Context: an optimization exercise on an open-source flow, tuned for small area, a short achievable clock period and few clock cycles. The choices shown serve that exercise and are no tape-out recipe. RTL that was checked went through simulation tests only; none was proved equivalent to the original. No activity file was given, so power comes from the tool's default toggle rates.

==> inputs of exp/xenon <==
==> flow/design.v (excerpt) <==
module pvc_sram_exerciser (
    input  wire        clk,
    input  wire        rst,
    input  wire        start,
    input  wire [2:0]  cfg_sel,
    input  wire        cfg_rw,
    input  wire        cfg_ret,
    input  wire        cfg_siz,
    output wire        busy,
    output wire        done,
    output wire        fault,
    output wire [3:0]  fault_code,
    output wire        verdict_fail,
    output reg  [31:0] fail_count,
    output wire        ev_valid,
    output reg  [2:0]  ev_kind,
    output wire [31:0] ev_data,
    input  wire        ev_ready,
    input  wire        rsp_valid,
    input  wire [2:0]  rsp_nsym,
    input  wire        rsp_z,
    input  wire [7:0]  rsp_byte,
    input  wire [2:0]  rec_idx,
    output wire        rec_addr_valid,
    output wire [19:0] rec_addr,
    output wire [7:0]  rec_label,
    output reg  [1:0]  rec_kind,
    output reg  [7:0]  rec_expect,
    output wire [7:0]  rec_act_val,
    output wire [7:0]  rec_act_zmask
);
==> flow/config.mk <==
export PLATFORM = sky130hd
export DESIGN_NAME = pvc_sram_exerciser
export DESIGN_NICKNAME = pvc_sram_exerciser
export VERILOG_FILES = /design/flow/design.v
export SDC_FILE = /design/flow/constraint.sdc
export NUM_CORES = 4
export LEC_CHECK = 0
export CAP_MARGIN = 20
export CORE_MARGIN = 2
export CORE_UTILIZATION = 70
export CTS_BUF_LIST = sky130_fd_sc_hd__clkbuf_16
export CTS_CLUSTER_DIAMETER = 100
export CTS_CLUSTER_SIZE = 25
export SETUP_SLACK_MARGIN = 1.5
export SLEW_MARGIN = 20
export SYNTH_HIERARCHICAL = 1
==> flow/constraint.sdc <==
create_clock -name core_clock -period 5.0 [get_ports {clk}]
set_input_delay 1.0000 -clock core_clock [delete_from_list [all_inputs] [get_ports {clk}]]
set_output_delay 1.0000 -clock core_clock [all_outputs]
set_load 0.01 [all_outputs]
standard.sh (not shown) runs the stock make flow with config.mk's settings and CLKGATE_MAP_FILE= SYNTH_SCRIPT=/design/flow/synth_recipe.tcl, a recipe that flattens the netlist after the stock synthesis.
==> flow/flow/run.sh <==
#!/bin/bash
# The standard layout, with plain buffers (buf_1) on the ports instead of
# the delay buffers buffer_ports picks by default. make's full output goes
# to standard.log in the work folder.
set -euo pipefail
export BUFFER_PORTS_ARGS="-buffer_cell sky130_fd_sc_hd__buf_1"
bash standard.sh finish > standard.log 2>&1
==> exp/harbor: changes against exp/xenon <==
--- a/flow/design.v
+++ b/flow/design.v
@@ -51,14 +51,13 @@
     reg [18:0] addr;
     reg [2:0]  sel_r;
     reg        rw_r, ret_r, siz_r;
     reg [2:0]  plab;
     reg        full;
     reg [2:0]  rec_l_q [0:7];
-    reg [3:0]  rec_h_q [0:7];     
-    reg        rec_i_q [0:7];     
+    reg [2:0]  rec_p_q [0:7];
     reg        rec_z_q [0:7];
     reg [7:0]  rec_v_q [0:7];
     reg [18:0] rec_a_q [0:7];
     function [7:0] pat_val;
         input [2:0] p;
         begin
@@ -80,13 +79,13 @@
     wire m17 = sel_r[2] | (sel_r[1] & sel_r[0]);    
     wire m18 = sel_r[2];                            
     wire [18:0] amask = {m18, m17, m15, m15, m13, m13, 13'h1FFF};
     wire at_last = &(addr | ~amask);
     wire a_hi0   = ~|addr[18:7];
     wire a_lo127 = &addr[6:0];
-    wire [18:0] addr_inc = (addr + 19'd1) & amask;
+    wire [18:0] addr_inc = addr + 19'd1;
     wire is_ind  = (phase == PH_SW) && (step == 2'd0);
     wire is_xact = (phase != PH_TRS) && (phase != PH_VRD) && !is_ind;
     wire nz      = full | (|fail_count[2:0]);
     reg        c_we, c_oe, c_cs1, c_cs2;
     reg [7:0]  d_out;
     reg [2:0]  lab;
@@ -227,134 +226,108 @@
                         else           phase <= PH_VRD;
                     end
                 end
                 PH_SZ0: begin
                     step <= ~step;
                     if (step[0]) begin
-                        addr <= addr_inc;
-                        if (at_last) phase <= PH_SZN;
+                        if (at_last) begin
+                            phase <= PH_SZN;
+                            addr  <= 19'd0;
+                        end else begin
+                            addr <= addr_inc;
+                        end
                     end
                 end
                 PH_SZN: begin
                     step <= ~step;
                     if (step[0]) begin
                         phase <= PH_SZR;
-                        addr  <= addr_inc;
+                        addr  <= 19'd1;
                     end
                 end
                 PH_SZR: begin
-                    addr <= addr_inc;
                     if (at_last) begin
+                        addr  <= 19'd0;
                         step  <= 2'd0;
                         phase <= rw_r ? PH_SW : PH_VRD;
+                    end else begin
+                        addr <= addr_inc;
                     end
                 end
                 PH_SW: begin
                     case (step)
                         2'd0: begin
                             step <= 2'd1;
                             ind  <= ~ind;
                             if (a_hi0) pat <= pat + 3'd1;
                         end
                         2'd1, 2'd2: step <= step + 2'd1;
                         default: begin
-                            addr <= addr_inc;
                             if (at_last) begin
+                                addr <= 19'd0;
                                 step <= 2'd0;
                                 if (ret_r)             phase <= PH_RET;
                                 else if (pat == 3'd7)  phase <= PH_VRD;
                             end else begin
+                                addr <= addr_inc;
                                 step <= a_lo127 ? 2'd0 : 2'd1;
                             end
                         end
                     endcase
                 end
                 PH_RET: begin
-                    addr <= addr_inc;
                     if (at_last) begin
+                        addr  <= 19'd0;
                         step  <= 2'd0;
                         phase <= (pat == 3'd7) ? PH_VRD : PH_SW;
+                    end else begin
+                        addr <= addr_inc;
                     end
                 end
                 default: ;
             endcase
         end
     end
-    wire [31:0] fc_ones;    
-    assign fc_ones[0] = 1'b1;
-    genvar g;
-    generate
-        for (g = 1; g < 32; g = g + 1) begin : g_ones
-            assign fc_ones[g] = fc_ones[g-1] & fail_count[g-1];
-        end
-    endgenerate
-    wire inc = fire && !sat;
-    wire clr = !run_q && start;
     always @(posedge clk) begin
-        fail_count <= clr ? 32'd0 : fail_count ^ (fc_ones & {32{inc}});
-        full       <= !clr && (full || (inc && fc_ones[3]));
+        if (!run_q) begin
+            if (start) begin
+                fail_count <= 32'd0;
+                full       <= 1'b0;
+            end
+        end else if (fire && !sat) begin
+            fail_count <= fail_count + 32'd1;
+            if (&fail_count[2:0]) full <= 1'b1;
+        end
     end
-    wire [7:0] w_exp = (plab == 3'd4) ? NEEDLE :
-                       (plab[2] & plab[1]) ? pv : 8'd0;
-    wire       w_inv = w_exp[7:4] != w_exp[3:0];
     always @(posedge clk) begin
         if (run_q && rec_we) begin
             rec_l_q[fail_count[2:0]] <= plab;
-            rec_h_q[fail_count[2:0]] <= w_exp[7:4];
-            rec_i_q[fail_count[2:0]] <= w_inv;
+            rec_p_q[fail_count[2:0]] <= pat;
             rec_z_q[fail_count[2:0]] <= rsp_z;
             rec_v_q[fail_count[2:0]] <= rsp_byte & {8{~rsp_z}};
             rec_a_q[fail_count[2:0]] <= raddr;
         end
     end
-    wire [8*9-1:0]  rb_flat;
-    wire [8*27-1:0] ra_flat;
-    genvar r;
-    generate
-        for (r = 0; r < 8; r = r + 1) begin : g_rec
-            assign rb_flat[9*r +: 9]   = {rec_l_q[r], rec_h_q[r], rec_i_q[r], rec_z_q[r]};
-            assign ra_flat[27*r +: 27] = {rec_v_q[r], rec_a_q[r]};
-        end
-    endgenerate
-    wire [7:0]  sel_b, sel_a;
-    wire [8:0]  rb_q;
-    wire [26:0] ra_q;
-    pvc_sel_dec u_sel_b (.idx(rec_idx), .sel(sel_b));
-    pvc_sel_dec u_sel_a (.idx(rec_idx), .sel(sel_a));
-    pvc_rec_mux #(.W(9))  u_mux_b (.sel(sel_b), .d(rb_flat), .q(rb_q));
-    pvc_rec_mux #(.W(27)) u_mux_a (.sel(sel_a), .d(ra_flat), .q(ra_q));
-    wire [2:0] r_l = rb_q[8:6];
-    wire [3:0] r_h = rb_q[5:2];
-    wire       r_i = rb_q[1];
+    wire [2:0] r_l = rec_l_q[rec_idx];
+    wire [2:0] r_p = rec_p_q[rec_idx];
     assign rec_label      = {5'd0, r_l};
     assign rec_addr_valid = r_l[2];
-    assign rec_addr       = {1'b0, ra_q[18:0]};
-    assign rec_act_val    = ra_q[26:19];
-    assign rec_act_zmask  = {8{rb_q[0]}};
+    assign rec_addr       = {1'b0, rec_a_q[rec_idx]};
+    assign rec_act_val    = rec_v_q[rec_idx];
+    assign rec_act_zmask  = {8{rec_z_q[rec_idx]}};
     always @(*) begin
-        rec_kind[1] = r_l[2] & ~r_l[1] & ~r_l[0];      
-        rec_kind[0] = ~r_l[2] | (~r_l[1] & r_l[0]);    
-        rec_expect  = {r_h, r_h ^ {4{r_i}}};
-    end
-endmodule
-module pvc_sel_dec (
-    input  wire [2:0] idx,
-    output wire [7:0] sel
-);
-    assign sel = 8'd1 << idx;
-endmodule
-module pvc_rec_mux #(
-    parameter W = 1
-) (
-    input  wire [7:0]     sel,
-    input  wire [8*W-1:0] d,
-    output wire [W-1:0]   q
-);
-    reg [W-1:0] acc;
-    integer k;
-    always @(*) begin
-        acc = {W{1'b0}};
-        for (k = 0; k < 8; k = k + 1)
-            acc = acc | (d[W*k +: W] & {W{sel[k]}});
+        case (r_l)
+            3'd4: begin
+                rec_kind   = 2'd2;
+                rec_expect = NEEDLE;
+            end
+            3'd6, 3'd7: begin
+                rec_kind   = 2'd0;
+                rec_expect = pat_val(r_p);
+            end
+            default: begin
+                rec_kind   = 2'd1;
+                rec_expect = 8'd0;
+            end
+        endcase
     end
-    assign q = acc;
 endmodule
==> flow/run.sh (new file) <==
#!/bin/bash
# synth_recipe.tcl (not shown) runs the flow's synth.tcl, then flattens the netlist and writes it again
# the make line also repeats each setting of config.mk as NAME=value (left out here)
make -C /OpenROAD-flow-scripts/flow DESIGN_CONFIG=/design/flow/config.mk WORK_HOME=/design/flow/orfs CLKGATE_MAP_FILE= SYNTH_SCRIPT=/design/flow/synth_recipe.tcl finish
CORE_UTILIZATION = 30   (was 70)
CTS_BUF_LIST = default   (was sky130_fd_sc_hd__clkbuf_16)
CTS_CLUSTER_DIAMETER = default   (was 100)
CTS_CLUSTER_SIZE = default   (was 25)
SETUP_SLACK_MARGIN = 2.5   (was 1.5)
SYNTH_HIERARCHICAL = default   (was 1)
removed: flow/flow/run.sh
removed: flow/standard.sh
==> exp/amber: changes against exp/xenon <==
--- a/flow/design.v
+++ b/flow/design.v
@@ -51,14 +51,13 @@
     reg [18:0] addr;
     reg [2:0]  sel_r;
     reg        rw_r, ret_r, siz_r;
     reg [2:0]  plab;
     reg        full;
     reg [2:0]  rec_l_q [0:7];
-    reg [3:0]  rec_h_q [0:7];     
-    reg        rec_i_q [0:7];     
+    reg [2:0]  rec_p_q [0:7];
     reg        rec_z_q [0:7];
     reg [7:0]  rec_v_q [0:7];
     reg [18:0] rec_a_q [0:7];
     function [7:0] pat_val;
         input [2:0] p;
         begin
@@ -290,71 +289,47 @@
     wire inc = fire && !sat;
     wire clr = !run_q && start;
     always @(posedge clk) begin
         fail_count <= clr ? 32'd0 : fail_count ^ (fc_ones & {32{inc}});
         full       <= !clr && (full || (inc && fc_ones[3]));
     end
-    wire [7:0] w_exp = (plab == 3'd4) ? NEEDLE :
-                       (plab[2] & plab[1]) ? pv : 8'd0;
-    wire       w_inv = w_exp[7:4] != w_exp[3:0];
     always @(posedge clk) begin
         if (run_q && rec_we) begin
             rec_l_q[fail_count[2:0]] <= plab;
-            rec_h_q[fail_count[2:0]] <= w_exp[7:4];
-            rec_i_q[fail_count[2:0]] <= w_inv;
+            rec_p_q[fail_count[2:0]] <= pat;
             rec_z_q[fail_count[2:0]] <= rsp_z;
             rec_v_q[fail_count[2:0]] <= rsp_byte & {8{~rsp_z}};
             rec_a_q[fail_count[2:0]] <= raddr;
         end
     end
-    wire [8*9-1:0]  rb_flat;
-    wire [8*27-1:0] ra_flat;
-    genvar r;
-    generate
-        for (r = 0; r < 8; r = r + 1) begin : g_rec
-            assign rb_flat[9*r +: 9]   = {rec_l_q[r], rec_h_q[r], rec_i_q[r], rec_z_q[r]};
-            assign ra_flat[27*r +: 27] = {rec_v_q[r], rec_a_q[r]};
+    reg [1:0] rk_d [0:7];
+    reg [7:0] re_d [0:7];
+    integer i;
+    always @(*) begin
+        for (i = 0; i < 8; i = i + 1) begin
+            case (rec_l_q[i])
+                3'd4: begin
+                    rk_d[i] = 2'd2;
+                    re_d[i] = NEEDLE;
+                end
+                3'd6, 3'd7: begin
+                    rk_d[i] = 2'd0;
+                    re_d[i] = pat_val(rec_p_q[i]);
+                end
+                default: begin
+                    rk_d[i] = 2'd1;
+                    re_d[i] = 8'd0;
+                end
+            endcase
         end
-    endgenerate
-    wire [7:0]  sel_b, sel_a;
-    wire [8:0]  rb_q;
-    wire [26:0] ra_q;
-    pvc_sel_dec u_sel_b (.idx(rec_idx), .sel(sel_b));
-    pvc_sel_dec u_sel_a (.idx(rec_idx), .sel(sel_a));
-    pvc_rec_mux #(.W(9))  u_mux_b (.sel(sel_b), .d(rb_flat), .q(rb_q));
-    pvc_rec_mux #(.W(27)) u_mux_a (.sel(sel_a), .d(ra_flat), .q(ra_q));
-    wire [2:0] r_l = rb_q[8:6];
-    wire [3:0] r_h = rb_q[5:2];
-    wire       r_i = rb_q[1];
+    end
+    wire [2:0] r_l = rec_l_q[rec_idx];
     assign rec_label      = {5'd0, r_l};
     assign rec_addr_valid = r_l[2];
-    assign rec_addr       = {1'b0, ra_q[18:0]};
-    assign rec_act_val    = ra_q[26:19];
-    assign rec_act_zmask  = {8{rb_q[0]}};
-    always @(*) begin
-        rec_kind[1] = r_l[2] & ~r_l[1] & ~r_l[0];      
-        rec_kind[0] = ~r_l[2] | (~r_l[1] & r_l[0]);    
-        rec_expect  = {r_h, r_h ^ {4{r_i}}};
-    end
-endmodule
-module pvc_sel_dec (
-    input  wire [2:0] idx,
-    output wire [7:0] sel
-);
-    assign sel = 8'd1 << idx;
-endmodule
-module pvc_rec_mux #(
-    parameter W = 1
-) (
-    input  wire [7:0]     sel,
-    input  wire [8*W-1:0] d,
-    output wire [W-1:0]   q
-);
-    reg [W-1:0] acc;
-    integer k;
+    assign rec_addr       = {1'b0, rec_a_q[rec_idx]};
+    assign rec_act_val    = rec_v_q[rec_idx];
+    assign rec_act_zmask  = {8{rec_z_q[rec_idx]}};
     always @(*) begin
-        acc = {W{1'b0}};
-        for (k = 0; k < 8; k = k + 1)
-            acc = acc | (d[W*k +: W] & {W{sel[k]}});
+        rec_kind   = rk_d[rec_idx];
+        rec_expect = re_d[rec_idx];
     end
-    assign q = acc;
 endmodule
==> flow/flow/run.sh (replaced) <==
#!/bin/bash
# The standard layout, with plain buffers (buf_2) on the ports instead of
# the delay buffers buffer_ports picks by default. make's full output goes
# to standard.log in the work folder.
set -euo pipefail
export BUFFER_PORTS_ARGS="-buffer_cell sky130_fd_sc_hd__buf_2"
bash standard.sh finish > standard.log 2>&1
CORE_UTILIZATION = 55   (was 70)
CTS_BUF_LIST = sky130_fd_sc_hd__clkbuf_8   (was sky130_fd_sc_hd__clkbuf_16)
CTS_CLUSTER_DIAMETER = 60   (was 100)
CTS_CLUSTER_SIZE = 18   (was 25)
SYNTH_HIERARCHICAL = default   (was 1)
==> summary of the runs <==
Against exp/amber, the clock power of exp/xenon is lower by about 4%. Sequential cell count: exp/harbor is lower than exp/xenon (16). Synthesized area: exp/xenon is smaller than exp/amber (about 1.5%). Of exp/harbor and exp/xenon, exp/xenon has the higher via count (gap about 1.4%, measured against exp/xenon). The highest fmax belongs to exp/xenon, the lowest to exp/harbor. Sequential share of layout area: exp/harbor < exp/amber < exp/xenon. Synthesized cell count, lowest first: exp/harbor, exp/xenon, exp/amber. The lowest core utilization belongs to exp/harbor, the highest to exp/xenon. Non-clock buffer count, highest first: exp/harbor, exp/amber, exp/xenon. Between exp/harbor and exp/xenon, the lower power is in exp/xenon (gap about 30%, measured against exp/xenon).
Testbench counts of exp/xenon, summed over its fixed seeds: cycles 1,723,440.
Testbench counts of exp/harbor, summed over its fixed seeds: cycles 1,723,440.
The RTL of exp/amber was laid out without a check of its function.

## port drivers added, routing unchanged
No port has a modelled driver above. Below, the same layouts with a new extraction and two added sets of constraints. Step 1: set_driving_cell puts a clkbuf_16 on clk and a buf_2 on each other input, an assumption about the parent block. Step 2 adds t to the input delays and takes it off the output delays; t is the mean of the earliest and latest rising clock arrival at the registers after step 1. Input paths then give back, and output paths get back, about the clock's delay inside the block. Three values: ideal ports, drivers, drivers and shift; two values: the first two.
run	shift t [ns]	slack for setup (ns)	hold slack, ns	latest minus earliest clock arrival (ns)	worst data-port slew with drivers (ns)
exp/xenon	0.562	1.554 / 1.531 / 1.237	0.458 / 0.458 / 0.458	0.025 / 0.025	0.06
exp/harbor	0.597	1.076 / 0.903 / 0.903	0.501 / 0.501 / 0.501	0.028 / 0.029	0.18
exp/amber	0.645	1.375 / 1.327 / 1.327	0.492 / 0.492 / 0.492	0.033 / 0.033	0.06
After both steps setup and hold are still met in every run listed. For exp/xenon, which loses most, drivers alone change the setup slack by -0.023 ns; drivers and shift together by -0.317 ns.
